From an optimization exercise on the open Yosys and OpenROAD flow, aimed at small area, a short achievable clock period and few clock cycles per item; shortcuts taken in it are not production practice. At most, simulation tests tie the RTL to the original design; equivalence was not proved.

==> flow/design.v (excerpt) <==
module lfo_tick (
    input  wire        clk,
    input  wire        rst,
    input  wire        cmd_valid,
    output wire        cmd_ready,
    input  wire [1:0]  cmd_op,
    input  wire [31:0] cmd_arg,
    input  wire [31:0] cmd_x0,
    input  wire [31:0] cmd_x1,
    output reg         res_valid,
    output reg  [31:0] res_y0,
    output reg  [31:0] res_y1,
    output reg  [31:0] res_mult,
    output reg  [31:0] res_sins,
    output reg  [31:0] res_phase
);
Settings: LEC_CHECK=0, ABC_AREA=1, CAP_MARGIN=20, CORE_MARGIN=2, CORE_UTILIZATION=30, SLEW_MARGIN=20, SYNTH_MEMORY_MAX_BITS=65536; clock period 24.0 ns.
standard.sh (not shown) runs the stock make flow with config.mk's settings and CLKGATE_MAP_FILE= SYNTH_SCRIPT=/design/flow/synth_recipe.tcl, a recipe that flattens the netlist after the stock synthesis.
==> flow/flow/run.sh <==
#!/bin/bash
set -euo pipefail
MARGIN=$(cat flow/margin.txt)
bash standard.sh SETUP_SLACK_MARGIN=$MARGIN finish > layout.log 2>&1
==> flow/flow/margin.txt <==
17.6
The first run finished clean.
Testbench counts at the start, summed over its fixed seeds: cycles 4,324, items 4,096.
Next try:
==> flow/flow/margin.txt (replaced) <==
18
Result: Routed wire length rose by a few percent; clock skew fell by 0.032 ns; count of clock-buffer cells in the layout fell by 13; sequential share of layout area fell by 0.67 points; cell count rose slightly.

Another version of the RTL of lfo_tick (not shown whole).
Size in the first run: roughly 19000 cells after synthesis, ~1800 flip-flops, roughly 0.14 mm² of cells after synthesis.
==> flow/config.mk <==
export PLATFORM = sky130hd
export DESIGN_NAME = lfo_tick
export DESIGN_NICKNAME = lfo_tick
export VERILOG_FILES = /design/flow/design.v
export SDC_FILE = /design/flow/constraint.sdc
export NUM_CORES = 8
export LEC_CHECK = 0
export ABC_AREA = 1
export CAP_MARGIN = 20
export CORE_MARGIN = 2
export CORE_UTILIZATION = 30
export SLEW_MARGIN = 20
export SYNTH_MEMORY_MAX_BITS = 65536
==> flow/constraint.sdc <==
create_clock -name core_clock -period 24.0 [get_ports {clk}]
set_input_delay 4.8000 -clock core_clock [delete_from_list [all_inputs] [get_ports {clk}]]
set_output_delay 4.8000 -clock core_clock [all_outputs]
set_load 0.01 [all_outputs]
==> flow/flow/run.sh <==
#!/bin/bash
set -euo pipefail
MARGIN=$(cat flow/margin.txt)
EXTRA=""
if [[ -f flow/extra.txt ]]; then EXTRA=$(cat flow/extra.txt); fi
bash standard.sh SETUP_SLACK_MARGIN=$MARGIN $EXTRA finish > layout.log 2>&1
==> flow/flow/margin.txt <==
17.3
Testbench counts at the start, summed over its fixed seeds: cycles 4,250, items 4,096.
Rerun with:
==> flow/flow/extra.txt (new file) <==
REMOVE_ABC_BUFFERS=1
==> flow/flow/margin.txt (replaced) <==
18.0
Settings changed: CTS_CLUSTER_DIAMETER from default to 80, CTS_CLUSTER_SIZE from default to 30.
- final area goes up by 4.8%
- sequential share of layout area fell by 0.89 points
- die area is unchanged
- worst hold slack degrades by 0.0099 ns
- core utilization increases by 1.6 points
- synthesized cell count does not change
- synthesized area does not change
- via count climbs by 2.7%
Rerun with:
==> flow/flow/run.sh (replaced) <==
#!/bin/bash
set -euo pipefail
MARGIN=$(cat flow/margin.txt)
bash standard.sh SETUP_SLACK_MARGIN=$MARGIN finish > layout.log 2>&1
==> flow/flow/margin.txt (replaced) <==
17.7
Settings changed: CTS_CLUSTER_DIAMETER 80 to default, CTS_CLUSTER_SIZE 30 to default.
removed: flow/flow/extra.txt
Result:
- utilization fell by 0.88 points
- final area shrinks by a few percent
- die area is unchanged
- register-to-register slack is worse by 0.15 ns
Rerun with:
==> flow/flow/run.sh (replaced) <==
#!/bin/bash
set -euo pipefail
MARGIN=$(cat flow/margin.txt)
EXTRA=""
if [[ -f flow/extra.txt ]]; then EXTRA=$(cat flow/extra.txt); fi
bash standard.sh SETUP_SLACK_MARGIN=$MARGIN $EXTRA finish > layout.log 2>&1
==> flow/flow/extra.txt (new file) <==
REMOVE_ABC_BUFFERS=1
Critical path depth is unchanged. Register-to-register slack improves by 0.09 ns. Clock-buffer cell count grows by 3. Sequential share of layout area stays flat. Setup slack improved by 0.011 ns. Cell count hardly moves. Via count rises by about 0.47%.
Rerun with:
Settings changed: CTS_BUF_LIST from default to sky130_fd_sc_hd__clkbuf_4 sky130_fd_sc_hd__clkbuf_8 sky130_fd_sc_hd__clkbuf_16, CTS_CLUSTER_DIAMETER from default to 80, CTS_CLUSTER_SIZE from default to 30.
Worst setup slack got worse by 0.057 ns.
Sequential share of layout area grows by 0.45 points.
Non-clock buffer count came out lower by 46.
Worst hold slack gets worse by 0.018 ns.

lfo_tick again, from the RTL that the note above started with.
Design lfo_tick, start of the top module:
module lfo_tick (
    input  wire        clk,
    input  wire        rst,
    input  wire        cmd_valid,
    output wire        cmd_ready,
    input  wire [1:0]  cmd_op,
    input  wire [31:0] cmd_arg,
    input  wire [31:0] cmd_x0,
    input  wire [31:0] cmd_x1,
    output reg         res_valid,
    output reg  [31:0] res_y0,
    output reg  [31:0] res_y1,
    output reg  [31:0] res_mult,
    output reg  [31:0] res_sins,
    output reg  [31:0] res_phase
);
clock: 24.0 ns
lec_check: 0
abc_area: 1
cap_margin: 20
core_margin: 2
core_utilization: 30
cts_cluster_diameter: 80
cts_cluster_size: 30
slew_margin: 20
synth_memory_max_bits: 65536
==> flow/flow/run.sh <==
#!/bin/bash
set -euo pipefail
MARGIN=$(cat flow/margin.txt)
EXTRA=""
if [[ -f flow/extra.txt ]]; then EXTRA=$(cat flow/extra.txt); fi
bash standard.sh SETUP_SLACK_MARGIN=$MARGIN $EXTRA finish > layout.log 2>&1
==> flow/flow/margin.txt <==
17.7
Testbench counts at the start, summed over its fixed seeds: cycles 4,250, items 4,096.
Edit:
- CTS_BUF_LIST: not set -> sky130_fd_sc_hd__clkbuf_8
- CTS_CLUSTER_DIAMETER: 80 -> not set
- CTS_CLUSTER_SIZE: 30 -> not set
Result: The new run produced a clean layout. Final cell count is higher by 1.4%. Design area came out higher by 1.6%. Worst setup slack gets worse by 240 ps. Sequential share of layout area shrinks by 0.32 points. Non-clock buffer count went down by 5.
Edit:
==> flow/flow/extra.txt (new file) <==
REMOVE_ABC_BUFFERS=1
- CTS_BUF_LIST: sky130_fd_sc_hd__clkbuf_8 -> not set
- CTS_CLUSTER_DIAMETER: not set -> 80
- CTS_CLUSTER_SIZE: not set -> 30
- PLACE_DENSITY: not set -> 0.66
Outcome: Clock-buffer cell count drops by 234; global-route usage climbs by 0.11 points; die area does not change; design area drops by about 1.4%.
Edit:
- PLACE_DENSITY: 0.66 -> not set
Die area does not change.
Synthesized cell count is unchanged.
Final area is about the same.
Maximum frequency goes up by 0.90%.

lfo_tick, a different RTL version from the one above (not shown whole).
Size: ~21000 cells after synthesis, ~1200 flip-flops, ~140000 sq um of cells after synthesis.
==> flow/config.mk <==
export PLATFORM = sky130hd
export DESIGN_NAME = lfo_tick
export DESIGN_NICKNAME = lfo_tick
export VERILOG_FILES = /design/flow/design.v
export SDC_FILE = /design/flow/constraint.sdc
export NUM_CORES = 8
export LEC_CHECK = 0
export ABC_AREA = 1
export CAP_MARGIN = 20
export CORE_MARGIN = 2
export CORE_UTILIZATION = 30
export SLEW_MARGIN = 20
export SYNTH_MEMORY_MAX_BITS = 65536
==> flow/constraint.sdc <==
create_clock -name core_clock -period 24.0 [get_ports {clk}]
set_input_delay 4.8000 -clock core_clock [delete_from_list [all_inputs] [get_ports {clk}]]
set_output_delay 4.8000 -clock core_clock [all_outputs]
set_load 0.01 [all_outputs]
==> flow/flow/run.sh <==
#!/bin/bash
set -euo pipefail
MARGIN=$(cat flow/margin.txt)
bash standard.sh SETUP_SLACK_MARGIN=$MARGIN finish > layout.log 2>&1
==> flow/flow/margin.txt <==
14.5
The baseline completed without violations.
Change:
==> flow/flow/margin.txt (replaced) <==
13
Wire length went down by 1.1%.
Global-route usage went down by 0.24 points.
Synthesized cell count does not change.
No run of this note included a check of the RTL's function; only the layout flow was run.

== old ==
Another version of the RTL of lfo_tick (not shown whole).
Size in the first run: roughly 1900 flip-flops, ~260 I/O pins.
clock: 24.0 ns
lec_check: 0
abc_area: 1
cap_margin: 20
core_margin: 2
core_utilization: 30
slew_margin: 20
synth_memory_max_bits: 65536
==> flow/flow/margin.txt <==
16
Scripts as last shown in full above: flow/flow/run.sh
> inputs changed (old -> new)
==> flow/flow/margin.txt <==
17
==> comparison <==
Per the comparison of new with old, design area +0.014 mm^2; register-to-register slack now larger; post-layout utilization of the core saw an increase; final critical path time including I/O delays and setup lower. Worst setup path endpoint = phase[19]: old; worst setup path endpoint = ma_s6[26]: new.
Function was not checked in any run of this note: the RTL went through the layout flow alone.

Another version of the RTL of lfo_tick (not shown whole).
For scale: about 21000 cells after synthesis, ~260 I/O pins, roughly 150000 sq um of cells after synthesis.
clock: 24.0 ns
lec_check: 0
abc_area: 1
cap_margin: 20
core_margin: 2
core_utilization: 30
slew_margin: 20
synth_memory_max_bits: 65536
==> flow/flow/margin.txt <==
17
Scripts as last shown in full above: flow/flow/run.sh
Edit:
==> flow/flow/margin.txt (replaced) <==
17.6
Synthesized area stays the same. Routed wire length increases by 3.8%. Via count went up by 1.7%.
No functional check of the RTL was part of any run of this note.

lfo_tick, a different RTL version from the one above (not shown whole).
Size in the first run: about 19000 cells after synthesis, roughly 1700 flip-flops, about 260 I/O pins.
==> flow/config.mk <==
export PLATFORM = sky130hd
export DESIGN_NAME = lfo_tick
export DESIGN_NICKNAME = lfo_tick
export VERILOG_FILES = /design/flow/design.v
export SDC_FILE = /design/flow/constraint.sdc
export NUM_CORES = 8
export LEC_CHECK = 0
export ABC_AREA = 1
export CAP_MARGIN = 20
export CORE_MARGIN = 2
export CORE_UTILIZATION = 30
export CTS_CLUSTER_DIAMETER = 80
export CTS_CLUSTER_SIZE = 30
export SLEW_MARGIN = 20
export SYNTH_MEMORY_MAX_BITS = 65536
export TNS_END_PERCENT = 30
==> flow/constraint.sdc <==
create_clock -name core_clock -period 24.0 [get_ports {clk}]
set_input_delay 4.8000 -clock core_clock [delete_from_list [all_inputs] [get_ports {clk}]]
set_output_delay 4.8000 -clock core_clock [all_outputs]
set_load 0.01 [all_outputs]
==> flow/flow/run.sh <==
#!/bin/bash
set -euo pipefail
MARGIN=$(cat flow/margin.txt)
EXTRA=""
if [[ -f flow/extra.txt ]]; then EXTRA=$(cat flow/extra.txt); fi
bash standard.sh SETUP_SLACK_MARGIN=$MARGIN $EXTRA finish > layout.log 2>&1
==> flow/flow/extra.txt <==
REMOVE_ABC_BUFFERS=1
==> flow/flow/margin.txt <==
17.7
The first run ran to the end with no violations.
Testbench counts at the start, summed over its fixed seeds: cycles 4,306, items 4,096.
Rerun with:
==> flow/flow/margin.txt (replaced) <==
17.85
--- a/flow/config.mk
+++ b/flow/config.mk
@@ -16 +15,0 @@
-export TNS_END_PERCENT = 30
The changed run went through all stages and came out clean.
Setup slack is better by 0.080 ns.
Area after synthesis does not change.
First-iteration DRC count came out higher slightly.
Clock skew barely changes.
Worst hold slack is better by 0.0033 ns.
Global-route usage is about the same.
Rerun with:
==> flow/flow/margin.txt (replaced) <==
17.7
The new run completed without violations.
Die area is unchanged.
Cell area came out lower by about 1.4%.
Global-route usage hardly moves.
Utilization came out lower by 0.50 points.
Count of clock-buffer cells in the layout stays the same.
Fmax stays flat.

what the ideal ports hide:
Ports are ideal in the flow. The routed layouts listed here were re-timed in OpenROAD. Step 1 (the two cells are an assumption about what drives the block):
set clk [get_ports {clk}]
set_driving_cell -lib_cell sky130_fd_sc_hd__clkbuf_16 $clk
set_driving_cell -lib_cell sky130_fd_sc_hd__buf_2 [delete_from_list [all_inputs] $clk]
Step 2 moves the port delays by t, midway between the first and last clock arrival at a register: inputs arrive t later, outputs are due t later. That takes back most of the time a late clock gives input paths. Slacks: ideal ports / drivers / drivers and shift; pairs: ideal ports / drivers.
run | t (ns) | setup slack, ns | hold WS [ns] | latest minus earliest clock arrival (ns) | worst register clock-pin slew, ns
the first run of note 1 | 1.026 | 16.908 / 16.908 / 16.908 | 0.313 / 0.313 / 0.313 | 0.140 / 0.139 | 0.07 / 0.07
the second run of note 1 | 1.048 | 16.920 / 16.920 / 16.920 | 0.274 / 0.274 / 0.274 | 0.085 / 0.085 | 0.08 / 0.08
the first run of note 2 | 1.056 | 17.374 / 17.249 / 17.568 | 0.292 / 0.292 / 0.292 | 0.136 / 0.135 | 0.09 / 0.09
the second run of note 2 | 1.078 | 17.650 / 17.525 / 17.504 | 0.283 / 0.283 / 0.283 | 0.085 / 0.085 | 0.11 / 0.11
the third run of note 2 | 1.062 | 17.696 / 17.567 / 17.430 | 0.245 / 0.245 / 0.245 | 0.151 / 0.152 | 0.08 / 0.08
the fourth run of note 2 | 1.043 | 17.707 / 17.587 / 17.412 | 0.300 / 0.300 / 0.300 | 0.108 / 0.108 | 0.09 / 0.09
the fifth run of note 2 | 1.077 | 17.650 / 17.524 / 17.529 | 0.282 / 0.282 / 0.282 | 0.089 / 0.090 | 0.11 / 0.11
the first run of note 3 | 1.054 | 17.678 / 17.550 / 17.455 | 0.259 / 0.259 / 0.259 | 0.125 / 0.125 | 0.11 / 0.11
the second run of note 3 | 1.242 | 17.442 / 17.354 / 17.442 | 0.199 / 0.199 / 0.199 | 0.173 / 0.173 | 0.08 / 0.08
the third run of note 3 | 1.021 | 17.593 / 17.593 / 17.064 | 0.281 / 0.281 / 0.281 | 0.111 / 0.110 | 0.11 / 0.11
the fourth run of note 3 | 1.078 | 17.649 / 17.524 / 17.541 | 0.280 / 0.280 / 0.280 | 0.089 / 0.089 | 0.11 / 0.11
the first run of note 4 | 0.988 | 14.634 / 14.634 / 14.634 | 0.311 / 0.311 / 0.311 | 0.112 / 0.112 | 0.09 / 0.09
the second run of note 4 | 0.994 | 13.594 / 13.594 / 13.594 | 0.314 / 0.314 / 0.314 | 0.110 / 0.110 | 0.09 / 0.09
old | 1.036 | 16.139 / 16.243 / 15.208 | 0.281 / 0.281 / 0.281 | 0.110 / 0.109 | 0.08 / 0.08
new | 1.051 | 16.395 / 16.395 / 16.078 | 0.298 / 0.298 / 0.298 | 0.104 / 0.104 | 0.07 / 0.07
the first run of note 6 | 1.030 | 16.956 / 16.956 / 16.956 | 0.288 / 0.288 / 0.288 | 0.127 / 0.127 | 0.07 / 0.07
the second run of note 6 | 1.024 | 17.354 / 17.354 / 17.354 | 0.289 / 0.289 / 0.289 | 0.145 / 0.145 | 0.08 / 0.08
the first run of note 7 | 0.999 | 17.629 / 17.524 / 16.822 | 0.295 / 0.295 / 0.295 | 0.101 / 0.102 | 0.12 / 0.12
the second run of note 7 | 0.998 | 17.708 / 17.606 / 17.039 | 0.298 / 0.298 / 0.298 | 0.102 / 0.103 | 0.12 / 0.12
the third run of note 7 | 0.998 | 17.702 / 17.598 / 16.845 | 0.300 / 0.300 / 0.300 | 0.104 / 0.104 | 0.12 / 0.12
After both steps every run listed still meets setup and hold. The setup slack of old, which loses most, moves by +0.104 ns with the drivers and by -0.931 ns with both steps.
